Background: an optimization exercise with open tools, aiming at small area. Do not read the settings as production practice. At most, simulation tests tie the RTL to the original design; equivalence was not proved. Power is estimated from default activity; no workload was simulated.

v6:
// miltest_endpoint
module miltest_endpoint #(
    parameter integer HB_TIMEOUT_TICKS = 1000
) (
    input  wire         clk,
    input  wire         rst,
    input  wire         tick,
    input  wire         rx_valid,
    output wire         rx_ready,
    input  wire [7:0]   rx_data,
    input  wire         rx_last,
    input  wire         rx_empty,
    output wire         tx_valid,
    input  wire         tx_ready,
    output reg  [7:0]   tx_data,
    output reg          tx_last,
    output reg          st_valid,
    output reg  [2:0]   st_code,
    output wire         safe,
    output wire         kill_latch,
    output wire [255:0] thrust_q
);
Size in the first run: ~330 flip-flops, ~0.012 sq mm of cells after synthesis.
Settings: LEC_CHECK=0, CAP_MARGIN=20, CORE_MARGIN=2, CORE_UTILIZATION=60, CTS_BUF_LIST=sky130_fd_sc_hd__clkbuf_4, SLEW_MARGIN=20; clock period 10.0 ns.
standard.sh (not shown) runs the stock make flow with config.mk's settings and CLKGATE_MAP_FILE= SYNTH_SCRIPT=/design/flow/synth_recipe.tcl, a recipe that flattens the netlist after the stock synthesis.
==> flow/flow/run.sh <==
#!/bin/bash
set -euo pipefail
cd "$(dirname "$0")/.."
export BUFFER_PORTS_ARGS="-buffer_cell sky130_fd_sc_hd__buf_1"
bash standard.sh > flow_make.log 2>&1
v6 went all the way through synthesis, placement and routing and the layout is clean on timing, DRC and antenna.
Input-level comparison between v7 and v6:
Settings: CTS_BUF_LIST no longer set, was sky130_fd_sc_hd__clkbuf_4; CORE_UTILIZATION now 40, was 60.
Notes after the runs:
Every run in the comparison, v6 and v7, completed the flow with a clean layout.
| sequential share of layout area | v7 vs v6 | 1.6 points lower |
In the final design statistics, v7 uses more standard cells in total than v6.
v7 against v6: hold slack went up by 0.0048 ns, first-pass GRT wire length has decreased.
The sequential group share of total power reported for v7 is smaller than that of v6 by 4.3 points.
Going from v6 to v7, final core area utilization down 24 points, number of global-route vias before repair fell by 539.
No functional check of the RTL was part of any run of this note.

========
## try-fjord
The RTL this note starts from:
==> flow/design.v <==
module miltest_endpoint #(
    parameter integer HB_TIMEOUT_TICKS = 1000
) (
    input  wire         clk,
    input  wire         rst,
    input  wire         tick,
    input  wire         rx_valid,
    output wire         rx_ready,
    input  wire [7:0]   rx_data,
    input  wire         rx_last,
    input  wire         rx_empty,
    output wire         tx_valid,
    input  wire         tx_ready,
    output reg  [7:0]   tx_data,
    output reg          tx_last,
    output reg          st_valid,
    output reg  [2:0]   st_code,
    output wire         safe,
    output wire         kill_latch,
    output wire [255:0] thrust_q
);
    function [9:0] lfsr_step(input [9:0] l);
        lfsr_step = {l[8:0], ~(l[9] ^ l[6])};
    endfunction
    function [9:0] lfsr_adv(input integer n);
        integer k;
        reg [9:0] l;
        begin
            l = 10'd0;
            for (k = 0; k < n; k = k + 1)
                l = lfsr_step(l);
            lfsr_adv = l;
        end
    endfunction
    localparam [9:0] WD_EXPIRED = lfsr_adv(HB_TIMEOUT_TICKS);
    reg  [9:0] wd;
    reg        kill_q;
    wire       expired = (wd == WD_EXPIRED);
    wire       is_safe = !kill_q && !expired;
    assign safe       = is_safe;
    assign kill_latch = kill_q;
    localparam [2:0] S_RX = 3'd0, S_P = 3'd1,
                     S_TA = 3'd4,    
                     S_TN = 3'd5,    
                     S_TK = 3'd6;    
    reg  [2:0] state;
    reg  [3:0] cnt;         
    wire in_ta = (state == S_TA), in_tn = (state == S_TN), in_tk = (state == S_TK);
    wire p0 = (cnt[2:0] == 3'd0), p1 = (cnt[2:0] == 3'd1), p2 = (cnt[2:0] == 3'd2);
    wire p3 = (cnt[2:0] == 3'd3), p4 = cnt[2];
    assign rx_ready = (state == S_RX);
    assign tx_valid = state[2];
    always @(*) begin
        tx_last    = ((in_ta | in_tn) & p3) | p4;
        tx_data[7] = (in_ta | in_tn) & p3;
        tx_data[6] = p0 | p1 | tx_last;
        tx_data[5] = tx_last;
        tx_data[4] = tx_last;
        tx_data[3] = p4;
        tx_data[2] = p0 | p1 | (in_tn & p3);
        tx_data[1] = p0 | (in_tk & p2) | (in_ta & p3) | p4;
        tx_data[0] = p0 | ((in_tn | in_tk) & p2) | (in_ta & p3) | p4;
    end
    reg  [7:0]  acc;         
    reg         match;       
    reg         bad_start;
    reg  [2:0]  id;
    reg         id_unknown;
    reg  [2:0]  ch;
    reg         ch_bad;
    reg  [31:0] val_n;       
    wire [31:0] val = ~val_n;
    wire take  = rx_ready && rx_valid;
    wire first = (cnt == 4'd0);
    wire empty = rx_ready && !rx_valid && rx_empty && first;
    wire [7:0] acc_base = {acc[0], acc[7:1]} & {8{!first}};
    wire [7:0] acc_p    = acc_base ^ rx_data;
    wire [7:0] acc_g    = acc_base & rx_data;
    wire [8:0] acc_c;
    assign acc_c[0] = 1'b0;
    genvar ai;
    generate
        for (ai = 0; ai < 8; ai = ai + 1) begin : g_acc_add
            assign acc_c[ai+1] = acc_g[ai] | (acc_p[ai] & acc_c[ai]);
        end
    endgenerate
    wire [7:0] acc_next = acc_p ^ acc_c[7:0];
    always @(posedge clk) begin
        if (take) begin
            acc   <= acc_next;
            match <= (rx_data == acc);
            if (first)
                bad_start <= (rx_data != 8'h47);
            else if (cnt == 4'd1 && rx_data != 8'h44)
                bad_start <= 1'b1;
            if (cnt == 4'd2) begin
                id         <= rx_data[2:0];
                id_unknown <= (rx_data[7:3] != 5'd0);
            end
            if (!rx_last) begin
                val_n  <= {val_n[23:0], ~rx_data};
                ch     <= val[26:24];
                ch_bad <= (val[31:27] != 5'd0);
            end
        end
    end
    wire len_ok = (id == 3'd3) ? (cnt[2:1] == 2'b10 && cnt[0]) :
                  (id == 3'd7) ? (cnt[3] && cnt[0]) :
                                 (cnt[2:1] == 2'b10 && !cnt[0]);
    reg [2:0] code;
    always @(*) begin
        if (cnt[3:2] == 2'b00)   code = 3'd1;
        else if (bad_start)      code = 3'd2;
        else if (id_unknown)     code = 3'd3;
        else if (!len_ok)        code = 3'd4;
        else if (!match)         code = 3'd5;
        else                     code = 3'd0;
    end
    wire frame_ok = (code == 3'd0);
    wire in_range = (!val[31] && !val[30] &&
                     !(val[29:23] == 7'h7F && val[22:0] != 23'd0)) ||
                    (val == 32'h8000_0000);
    wire proc      = (state == S_P);
    wire do_hb     = proc && frame_ok && (id == 3'd4);
    wire gated_ok  = proc && frame_ok && is_safe;
    wire do_kill   = gated_ok && (id == 3'd5);
    wire do_thrust = gated_ok && (id == 3'd7) && !ch_bad && in_range;
    always @(posedge clk) begin
        st_code <= code;
        if (rst) begin
            state    <= S_RX;
            cnt      <= 4'd0;
            st_valid <= 1'b0;
        end else begin
            st_valid <= proc;
            case (state)
                S_RX: begin
                    if (take) begin
                        if (!(cnt[3] && cnt[1]))
                            cnt <= cnt + 4'd1;
                        if (rx_last)
                            state <= S_P;
                    end else if (empty) begin
                        state <= S_P;
                    end
                end
                S_P: begin
                    cnt <= 4'd0;
                    if (!frame_ok)
                        state <= S_RX;
                    else if (id == 3'd4 || do_kill || do_thrust)
                        state <= S_TA;
                    else if (id == 3'd2 && is_safe)
                        state <= S_TK;
                    else
                        state <= S_TN;
                end
                default: begin
                    if (tx_ready) begin
                        if (tx_last) begin
                            state <= S_RX;
                            cnt   <= 4'd0;
                        end else begin
                            cnt   <= cnt + 4'd1;
                        end
                    end
                end
            endcase
        end
    end
    always @(posedge clk) begin
        if (rst)
            wd <= 10'd0;
        else if (do_hb)
            wd <= {9'd0, tick};
        else if (tick && !expired)
            wd <= lfsr_step(wd);
    end
    always @(posedge clk) begin
        if (rst)
            kill_q <= 1'b0;
        else if (do_kill)
            kill_q <= 1'b1;
    end
    wire [30:0] wdata = ~({val_n[31], val_n[29:0]} | {31{rst}});
    genvar gi;
    generate
        for (gi = 0; gi < 8; gi = gi + 1) begin : g_thrust
            reg [30:0] t;
            always @(posedge clk)
                if (rst || (do_thrust && ch == gi))
                    t <= wdata;
            assign thrust_q[32*gi +: 32] = {t[30], 1'b0, t[29:0]};
        end
    endgenerate
endmodule
Settings: LEC_CHECK=0, CAP_MARGIN=0, CORE_MARGIN=2, CORE_UTILIZATION=75, GPL_TIMING_DRIVEN=0, SLEW_MARGIN=0; clock period 10.0 ns.
==> flow/flow/run.sh <==
#!/bin/bash
set -euo pipefail
cd "$(dirname "$0")/.."
export BUFFER_PORTS_ARGS="-buffer_cell sky130_fd_sc_hd__buf_1"
export CTS_ARGS="-sink_clustering_enable -repair_clock_nets -dont_use_dummy_load -buf_list sky130_fd_sc_hd__clkbuf_4 -sink_clustering_size 10 -sink_clustering_max_diameter 40"
bash standard.sh > flow_make.log 2>&1
try-fjord closes out successfully: all stages finished, all timing, DRC and antenna checks passed.
What try-tundra does differently from try-fjord at the input level:
# try-fjord
export LEC_CHECK = 0
export CAP_MARGIN = 0
export CORE_MARGIN = 2
export CORE_UTILIZATION = 75
export GPL_TIMING_DRIVEN = 0
export SLEW_MARGIN = 0
create_clock -name core_clock -period 10.0 [get_ports {clk}]
# try-tundra
export LEC_CHECK = 0
export CAP_MARGIN = 0
export CORE_MARGIN = 2
export CORE_UTILIZATION = 70
export SLEW_MARGIN = 0
create_clock -name core_clock -period 10.0 [get_ports {clk}]
Results
- From try-tundra to try-fjord, reported max-cap violation count did not move at all.
- Proportion of total power due to net switching: try-tundra vs try-fjord down 0.81 points
- When try-tundra is measured against try-fjord, its depth of the worst register-to-register path turns out 1 lower.
- Average wire length per cell after detail routing was higher in the run labelled try-fjord.
- Diff try-fjord -> try-tundra: area occupied by registers essentially unchanged; count of clock-buffer cells in the layout increased 2; clock network fraction of design power essentially unchanged.
- try-tundra went all the way through the flow, and no timing, DRC or antenna check failed.
No functional check of the RTL was part of any run of this note.

========
Another version of the RTL of miltest_endpoint (not shown whole).
Size: about 610 cells after synthesis, roughly 320 flip-flops.
==> flow/config.mk <==
export PLATFORM = sky130hd
export DESIGN_NAME = miltest_endpoint
export DESIGN_NICKNAME = miltest_endpoint
export VERILOG_FILES = /design/flow/design.v
export SDC_FILE = /design/flow/constraint.sdc
export NUM_CORES = 4
export LEC_CHECK = 0
export CAP_MARGIN = 20
export CORE_MARGIN = 2
export CORE_UTILIZATION = 60
export SLEW_MARGIN = 20
==> flow/constraint.sdc <==
create_clock -name core_clock -period 10.0 [get_ports {clk}]
set_input_delay 2.0000 -clock core_clock [delete_from_list [all_inputs] [get_ports {clk}]]
set_output_delay 2.0000 -clock core_clock [all_outputs]
set_load 0.01 [all_outputs]
Scripts as last shown in full above: flow/flow/run.sh
Rerun with:
CAP_MARGIN = 0   (was 20)
CORE_UTILIZATION = 70   (was 60)
SLEW_MARGIN = 0   (was 20)
After rerunning: Setup slack improved by 0.012 ns; non-clock buffer count is lower by 5; hold slack got worse by 0.0033 ns; synthesized cell count stays the same; clock-buffer cell count decreases by 3; sequential share of layout area is higher by 0.84 points; clock skew is about the same; synthesized area is unchanged; die area shrinks by about 14%.

[separate check: timing with driven ports]
No port has a modelled driver above. Below, the same layouts with a new extraction and two added sets of constraints. Step 1 assumes that a clkbuf_16 drives the clock port and a buf_2 every other input. Step 2 adds t to the input delays and takes it off the output delays; t is the mean of the earliest and latest rising clock arrival at the registers after step 1. Input paths then give back, and output paths get back, about the clock's delay inside the block. Slacks: no drivers / after step 1 / after step 2; pairs: no drivers / after step 1.
run | shift t [ns] | setup slack, ns | latest minus earliest clock arrival (ns) | worst register clock-pin slew, ns | worst data-port slew with drivers (ns)
v6 | 0.683 | 5.903 / 5.861 / 5.394 | 0.046 / 0.046 | 0.07 / 0.07 | 0.04
v7 | 0.542 | 5.783 / 5.805 / 5.263 | 0.017 / 0.017 | 0.06 / 0.06 | 0.04
try-fjord | 0.664 | 5.241 / 5.241 / 4.645 | 0.048 / 0.048 | 0.11 / 0.11 | 0.04
try-tundra | 0.623 | 5.254 / 5.264 / 4.641 | 0.052 / 0.051 | 0.10 / 0.10 | 0.03
the first run of note 3 | 0.651 | 6.041 / 6.004 / 6.101 | 0.053 / 0.053 | 0.10 / 0.10 | 0.03
the second run of note 3 | 0.653 | 6.054 / 6.015 / 6.110 | 0.054 / 0.053 | 0.11 / 0.11 | 0.03
After both steps every run listed still meets setup and hold. The setup slack of try-tundra, which loses most, moves by +0.010 ns with the drivers and by -0.613 ns with both steps.
